From an optimization exercise on the open Yosys and OpenROAD flow, aimed at small area and a short achievable clock period; shortcuts taken in it are not production practice.
Function was checked by simulation only, so behaviour that the tests miss may differ from the original.

==> flow/design.v, too long to show whole: its modules and the start of the top module <==
// module fm_demod: 1026 lines
module fm_demod (
    input  wire        clk,
    input  wire        rst,         
    input  wire        in_valid,
    input  wire [7:0]  in_i,
    input  wire [7:0]  in_q,
    output wire        out_valid,
    output wire [15:0] out_ph
);
  // ...
==> flow/run.sh <==
#!/bin/bash
# synth_recipe.tcl (not shown) runs the flow's synth.tcl, then flattens the netlist and writes it again
# the make line also repeats each setting of config.mk as NAME=value (left out here)
make -C /OpenROAD-flow-scripts/flow DESIGN_CONFIG=/design/flow/config.mk WORK_HOME=/design/flow/orfs CLKGATE_MAP_FILE= SYNTH_SCRIPT=/design/flow/synth_recipe.tcl finish
==> flow/config.mk <==
export PLATFORM = sky130hd
export DESIGN_NAME = fm_demod
export DESIGN_NICKNAME = fm_demod
export VERILOG_FILES = /design/flow/design.v
export SDC_FILE = /design/flow/constraint.sdc
export NUM_CORES = 4
export LEC_CHECK = 0
export ABC_AREA = 1
export CAP_MARGIN = 20
export CORE_MARGIN = 2
export CORE_UTILIZATION = 45
export SETUP_SLACK_MARGIN = 3.5
export SLEW_MARGIN = 20
==> flow/constraint.sdc <==
create_clock -name core_clock -period 7.0 [get_ports {clk}]
set_input_delay 1.4000 -clock core_clock [delete_from_list [all_inputs] [get_ports {clk}]]
set_output_delay 1.4000 -clock core_clock [all_outputs]
set_load 0.01 [all_outputs]
==> flow_metrics.tcl, run 1 <==
set metrics [dict create \
    status "finished clean" \
    placed_cells 6450 \
    hold_viol 0 \
    holdPathEnd "qs_r12" \
    maxCapViolCount 0 \
    cp_num_buf_inv 1 \
    avgSynthCellArea_sq_um 8.84 \
    final_common_cell "nand2_1" \
    cpPeakStageDelay_ns 0.98 \
    cts_hold_buf 0 \
    ys_async_sr_fraction_pct 0 \
    largest_class "multi-input combinational cells" \
    fin_worst_skew_ns 0.0608 \
    timing.hold.ws_ns 0.299 \
    rsz0062_at_grt "no" \
    initial_core_util_pct 45.5 \
    crit_end "imr0_r1[11]" \
    grt_use_met3_pct 2.70 \
    cts.sinks 774 \
    clkCellAreaFrac_pct 6.07 \
    fin_area_sq_um 50400 \
    num_rows 116 \
    reg2reg_slack_ns 3.64 \
    antenna_found_initial 0 \
    postRouteAntennaNets 0 \
    synth_top_area_share_pct 33.2 \
    synth_seq_cells 774 \
]
==> run 2: changes to the inputs <==
--- a/flow/config.mk
+++ b/flow/config.mk
@@ -9,5 +9,5 @@
 export CAP_MARGIN = 20
 export CORE_MARGIN = 2
 export CORE_UTILIZATION = 45
-export SETUP_SLACK_MARGIN = 3.5
+export SETUP_SLACK_MARGIN = 4.0
 export SLEW_MARGIN = 20
==> run 2 against run 1 <==
Still clean; hold slack gained 0.016 ns; first-iteration DRC count rose by 6.8%; via count is 2.3% higher; non-clock buffer count up 78; register-to-register slack better by 0.38 ns; sequential share of layout area shrank 0.68 points; synthesized cell count is the same; design area rose by 2.7%.
==> flow_metrics.tcl, run 2 <==
set metrics [dict create \
    wl_met3_mm 4.04 \
    cp-start-kind "flop" \
    setup_viol 0 \
    maxSlewHeadroom_pct 36.9 \
    ys_types 55 \
    ys.flop_type "dfxtp_1" \
    cpLargestDelayFamily "adder cells" \
    cp.arrival_ns 3.51 \
    synth.cell_area_sq_um 45600 \
    hold_class "reg2reg" \
    worstMarginPinSlew_ns 0.947 \
    viasPerCell 4.85 \
    dr.max_layer_used "met4" \
    area_growth_pct 13.6 \
    syn_inst 5163 \
    drive_above_1_share_pct 8.32 \
    hold_viol 0 \
    fin_nets 5969 \
    yosysSeqAreaShare_pct 34.4 \
    rsz0062_at_grt "yes" \
    antenna_found_initial 0 \
    timing.hold.ws_ns 0.315 \
    dpl.hpwl_mm 78.1 \
    clockBufferDepth 3 \
    cts.sinks 774 \
    initial_core_util_pct 45.5 \
    postRouteAntennaNets 0 \
    synth_commonest_cells "nand2_1, inv_1, dfxtp_1" \
    routed-wl-met2_mm 48.3 \
    timing.final.crit_period_ns 2.97 \
    cts_buffers 85 \
    grt_usage_pct 20.1 \
    wirelength_mm 103 \
    synth_edf_count 18 \
    synth_seq_cells 774 \
    fin_worst_skew_ns 0.0482 \
    num_rows 116 \
    avgSynthCellArea_sq_um 8.84 \
    h-tree-depth 3 \
    cp-end-kind "flop" \
    crit_slowest_cell "fa_1" \
    maxCapViolCount 0 \
    ys_async_sr_fraction_pct 0 \
    synth_nets 5867 \
    grt_max_degree 35 \
    gp_congestion 0.888 \
    worst-setup-path-type "reg2reg" \
    final_common_cell "nand2_1" \
    wl_met1_mm 47.3 \
    final_cell_mix "nand2_1, inv_1, dfxtp_1, xor2_1, ha_1" \
    crit_required_ns 7.54 \
    fin_crit_sh_pct 42.5 \
    die_w_um 322 \
    placed_cells 6453 \
    synth.most_common_cell "nand2_1" \
    io-pin-count 36 \
    clk_latency_ns 0.67 \
    timing.fmax_mhz 336 \
    stdcell_count 6694 \
    cpPeakStageDelay_ns 0.49 \
    fillers 9231 \
    grt_pass1_vias 32761 \
    status "finished clean" \
    crit_chain "inv_4 > ha_4 > inv_4 > fa_1 > inv_1 > fa_1 > inv_2 > ha_4 > a21oi_4 > nand2_2 > a21boi_4 > o21ai_4 > nand3_2 > nand2_2 > xnor2_1" \
    wl_per_cell_um 15.4 \
    cts_tree "built" \
    firstDrtPassIters 5 \
    drc 0 \
    num_vias 32477 \
    path_clk_slew_ns 0.06 \
    core_area_sq_um 100000 \
    setup_tns_ns 0 \
    synth_top_area_share_pct 33.2 \
    dr.first_iter.drc_count 1687 \
    path_max_fanout 4 \
    synth.area.top_cells "dfxtp_1, fa_1, ha_1" \
    die-area_sq_um 104000 \
    synth_largest_area_cell "dfxtp_1" \
    die-height_um 322 \
    synth_warnings 1 \
    maxSlewViolCount 0 \
    overflow 0 \
    port_buffers 34 \
    cp_num_buf_inv 4 \
    clockRootBuffer "clkbuf_16" \
    num_antenna_cells 0 \
    grt_pass1_wl_mm 168 \
]
[run 2: cell types whose count changed in the layout (fill, tap and decap cells not counted), sizes merged]
cell	delta
dlymetal6s2s	+1
clkinvlp	+1
clkdlybuf4s50	-1
bufinv	-1
buf	+77
clkinv	-1
clkbuf	+2
[run 2: kinds of logic after synthesis]
kind of cell / after synthesis / share of synthesized area, %
simple gates: 1513 / 13.7
buf+inv: 894 / 7.53
flops: 774 / 34.4
xor+xnor: 702 / 13.5
fa+ha+maj: 685 / 23.6
compound gates: 594 / 7.27
other cells: 1 / 0.00822
[run 2: per-stage QoR]
stage	utilization [%]	area (sq um)	setup WS (ns)
6_report	51.7	51800	4.03
3_5_place_dp	47.2	47300	3.18
3_3_place_gp	47.2	47300	3.24
2_1_floorplan	-	45700	4.00
5_1_grt	51.7	51800	3.87
4_1_cts	51.0	51200	3.89
[run 2: what timing repair did]
action,in CTS,in global routing
gates cloned,0,1
gates resized for setup,89,112
endpoints found under the setup margin,101,76
hold buffers,0,0
setup buffers,54,27
pin swaps,19,73
[run 2: worst paths after layout]
kind	startpoint	end	slack, ns	cells past startpoint
max	b2_r13	zp_r14[15]	4.03	15
min	zp_r14[12]	zp_r15[12]	0.32	0
max reg2reg	b2_r13	zp_r14[15]	4.03	15
min reg2reg	zp_r14[12]	zp_r15[12]	0.32	0
[run 2: routing by layer]
| metal | vias up | track usage [%] |
|---|---|---|
| li1 | 16417 | - |
| met1 | 15200 | 26.7 |
| met2 | 647 | 34.0 |
| met3 | 213 | 2.67 |
| met4 | 0 | 6.31 |
| met5 | - | 0 |
[run 2: final cells by class]
class | count | area, sq um | share of cell area [%]
well taps | 1357 | 1700 | 3.28
clock buffers | 116 | 2520 | 4.86
clock inverters | 43 | 573 | 1.11
multi-input cells | 3495 | 27100 | 52.3
flip-flops and latches | 774 | 15800 | 30.5
repair buffers | 135 | 1250 | 2.42
inverters | 774 | 2920 | 5.63
==> run 3: changes to the inputs <==
==> flow/flow/run.sh (new file) <==
#!/bin/bash
# The standard layout (the standard.sh, unchanged synthesis), except that the
# port buffers are sky130_fd_sc_hd__buf_2 cells instead of the delay buffer
# buffer_ports picks by default.  Each tool's output goes to its own log here.
set -euo pipefail
bash standard.sh synth > synth.log 2>&1
bash standard.sh "BUFFER_PORTS_ARGS=-buffer_cell sky130_fd_sc_hd__buf_2" finish > layout.log 2>&1
cp -r orfs/logs layout_logs 2>/dev/null || true
==> flow/standard.sh (new file) <==
#!/bin/bash
# synth_recipe.tcl (not shown) runs the flow's synth.tcl, then flattens the netlist and writes it again
# the make line also repeats each setting of config.mk as NAME=value (left out here)
make -C /OpenROAD-flow-scripts/flow DESIGN_CONFIG=/design/flow/config.mk WORK_HOME=/design/flow/orfs CLKGATE_MAP_FILE= SYNTH_SCRIPT=/design/flow/synth_recipe.tcl "${@:-finish}"
--- a/flow/config.mk
+++ b/flow/config.mk
@@ -9,5 +9,5 @@
 export CAP_MARGIN = 20
 export CORE_MARGIN = 2
 export CORE_UTILIZATION = 45
-export SETUP_SLACK_MARGIN = 4.0
+export SETUP_SLACK_MARGIN = 4.3
 export SLEW_MARGIN = 20
removed: flow/run.sh
==> run 3 against run 2 <==
First-iteration DRC count increased by 2.4%; sequential share of layout area down 0.42 points; largest cell class unchanged; cell count is 0.48% higher; fmax decreased by 1.4%; count of clock-buffer cells in the layout unchanged; critical endpoint is now zp_r14[14]; clock skew is 0.021 ns lower; non-clock buffer count rose by 35; synthesized cell count is the same; die area is the same; routed wire length increased by 0.64%; setup slack got worse by 0.043 ns.
==> flow_metrics.tcl, run 3 <==
set metrics [dict create \
    rsz0062_at_grt "yes" \
    grt_pass1_wl_mm 169 \
    gp_congestion 0.874 \
    avgSynthCellArea_sq_um 8.84 \
    synth_edf_count 18 \
    worstMarginPinSlew_ns 0.890 \
    postRouteAntennaNets 0 \
    cts_hold_buf 0 \
    dp_slack_ns 3.68 \
    h-tree-depth 3 \
    die_w_um 322 \
    io-pin-count 36 \
    fin_nets 6004 \
    maxCapViolCount 0 \
    die-area_sq_um 104000 \
    overflow 0 \
    synth.area.top_cells "dfxtp_1, fa_1, ha_1" \
    die-height_um 322 \
    viasPerCell 4.80 \
    drive_above_1_share_pct 12.7 \
    cts_tree "built" \
    clockRootBuffer "clkbuf_16" \
    num_antenna_cells 0 \
    timing.final.crit_period_ns 3.02 \
    wl_per_cell_um 15.4 \
    fin_worst_skew_ns 0.0276 \
    hold_class "reg2reg" \
    firstDrtPassIters 5 \
    path_clk_slew_ns 0.07 \
    timing.fmax_mhz 331 \
    area_growth_pct 15.2 \
    dr.first_iter.drc_count 1727 \
    clk_latency_ns 0.67 \
    clockBufferDepth 3 \
    num_vias 32285 \
    yosysSeqAreaShare_pct 34.4 \
    port_buffers 34 \
    crit_required_ns 7.56 \
    synth.cell_area_sq_um 45600 \
    timing.hold.ws_ns 0.316 \
    core_area_sq_um 100000 \
    synth_commonest_cells "nand2_1, inv_1, dfxtp_1" \
    ys.flop_type "dfxtp_1" \
    antenna_found_initial 0 \
    setup_tns_ns 0 \
    final_core_util_pct 52.4 \
    final_cell_mix "nand2_1, inv_1, dfxtp_1, xor2_1, ha_1" \
    hold_viol 0 \
    fillers 9215 \
    synth_largest_area_cell "dfxtp_1" \
    cts.sinks 774 \
    dpl.hpwl_mm 78.5 \
    wirelength_mm 104 \
    grt_usage_pct 20.2 \
    stdcell_count 6726 \
    syn_inst 5163 \
    regArea_sq_um 15800 \
    ys_types 55 \
    cp-start-kind "flop" \
    synth_nets 5867 \
    final_common_cell "nand2_1" \
    path_max_fanout 4 \
    maxSlewHeadroom_pct 40.7 \
    placed_cells 6449 \
    synth_seq_cells 774 \
    initial_core_util_pct 45.5 \
    drc 0 \
    finalWorstSetupSlack_ns 3.98 \
    grt_max_degree 35 \
    multi_input_area_sq_um 27700 \
    grt_pass1_vias 32778 \
    synth_warnings 1 \
    synth.most_common_cell "nand2_1" \
    cp-end-kind "flop" \
    ys_async_sr_fraction_pct 0 \
    setup_viol 0 \
    synth_top_area_share_pct 33.2 \
    num_rows 116 \
    worst-setup-path-type "reg2reg" \
    fin_crit_sh_pct 43.1 \
    maxSlewViolCount 0 \
    status "finished clean" \
    cts_buffers 85 \
    cp.arrival_ns 3.58 \
]
[run 3: logic make-up (layout without fill, tap and decap cells)]
| family | after synthesis | count (layout) | synth area share (%) |
|---|---|---|---|
| simple gates | 1513 | 1513 | 13.7 |
| other cells | 1 | 1 | 0.00822 |
| flops | 774 | 774 | 34.4 |
| buf+inv | 894 | 1100 | 7.53 |
| fa+ha+maj | 685 | 685 | 23.6 |
| xor+xnor | 702 | 702 | 13.5 |
| compound gates | 594 | 594 | 7.27 |
[run 3: area by class of cell]
cell class / instances / share of cell area, %
clock buffer: 116 / 4.62
sequential: 774 / 30.0
timing repair buffer: 170 / 2.73
inverter: 774 / 5.55
tap: 1357 / 3.23
multi-input combinational: 3495 / 52.7
clock inverter: 40 / 1.11
[run 3: metrics by stage]
step | cell area [sq um]
global placement | 47300
detailed placement | 47300
CTS | 51700
floorplan | 46400
global route | 52500
finish | 52500
[run 3: path summary, 6_finish.rpt]
check	slack [ns]	cells past startpoint	start	endpoint
max reg2reg	3.98	13	b5_r13	zp_r14[14]
max	3.98	13	b5_r13	zp_r14[14]
min reg2reg	0.32	0	b0_r11	b0_r12
min	0.32	0	b0_r11	b0_r12
[run 3: what timing repair did]
| action | 4_1_cts | 5_1_grt |
|---|---|---|
| buffers inserted | 84 | 36 |
| endpoints found under the setup margin | 149 | 139 |
| pin swaps | 91 | 95 |
| cloned | 1 | 0 |
| gates resized for setup | 201 | 161 |
[run 3: worst max-delay path, stage by stage, from the launching register on]
cell and delay (ns):
dfxtp_4 0.36, fa_2 0.38, fa_1 0.48, inv_1 0.05, fa_1 0.49, inv_2 0.05, ha_4 0.29, nand2_2 0.07
o21ai_4 0.16, nand3_2 0.11, nand2_4 0.09, buf_4 0.12, a31oi_4 0.09, xor2_1 0.16
[run 3: per-layer routing]
metal  wire length, um  GRT usage, %  vias to the layer above
met5                 0             0                        -
met4              2690          5.87                        0
met1             48500          27.1                    15146
li1                  -             -                    16460
met3              3810          2.59                      150
met2             48700          34.2                      529

==> afterwards: timing with drivers on the ports <==
The flow's constraints put no driver on any port. The routed layouts listed below were extracted and timed again, unchanged, in two steps.
Step 1, drivers: a clkbuf_16 drives clk and a buf_2 each remaining input, both assumed.
Step 2 also shifts input and output timing later by t, the mid clock arrival at the registers, as if the neighbouring blocks saw the same clock.
Three values: ideal, step 1, step 2; two values: the first two.
| run | shift t [ns] | slack for setup (ns) | slew at the worst register clock pin (ns) | cell pins on the clock port's net |
|---|---|---|---|---|
| run 1 | 0.720 | 3.642 / 3.642 / 3.296 | 0.07 / 0.07 | 1 |
| run 2 | 0.714 | 4.026 / 4.026 / 3.615 | 0.06 / 0.06 | 1 |
| run 3 | 0.724 | 3.983 / 3.983 / 3.952 | 0.07 / 0.07 | 1 |
After both steps every run listed still meets setup and hold. For run 2, which loses most, drivers alone change the setup slack by 0.000 ns; drivers and shift together by -0.411 ns.
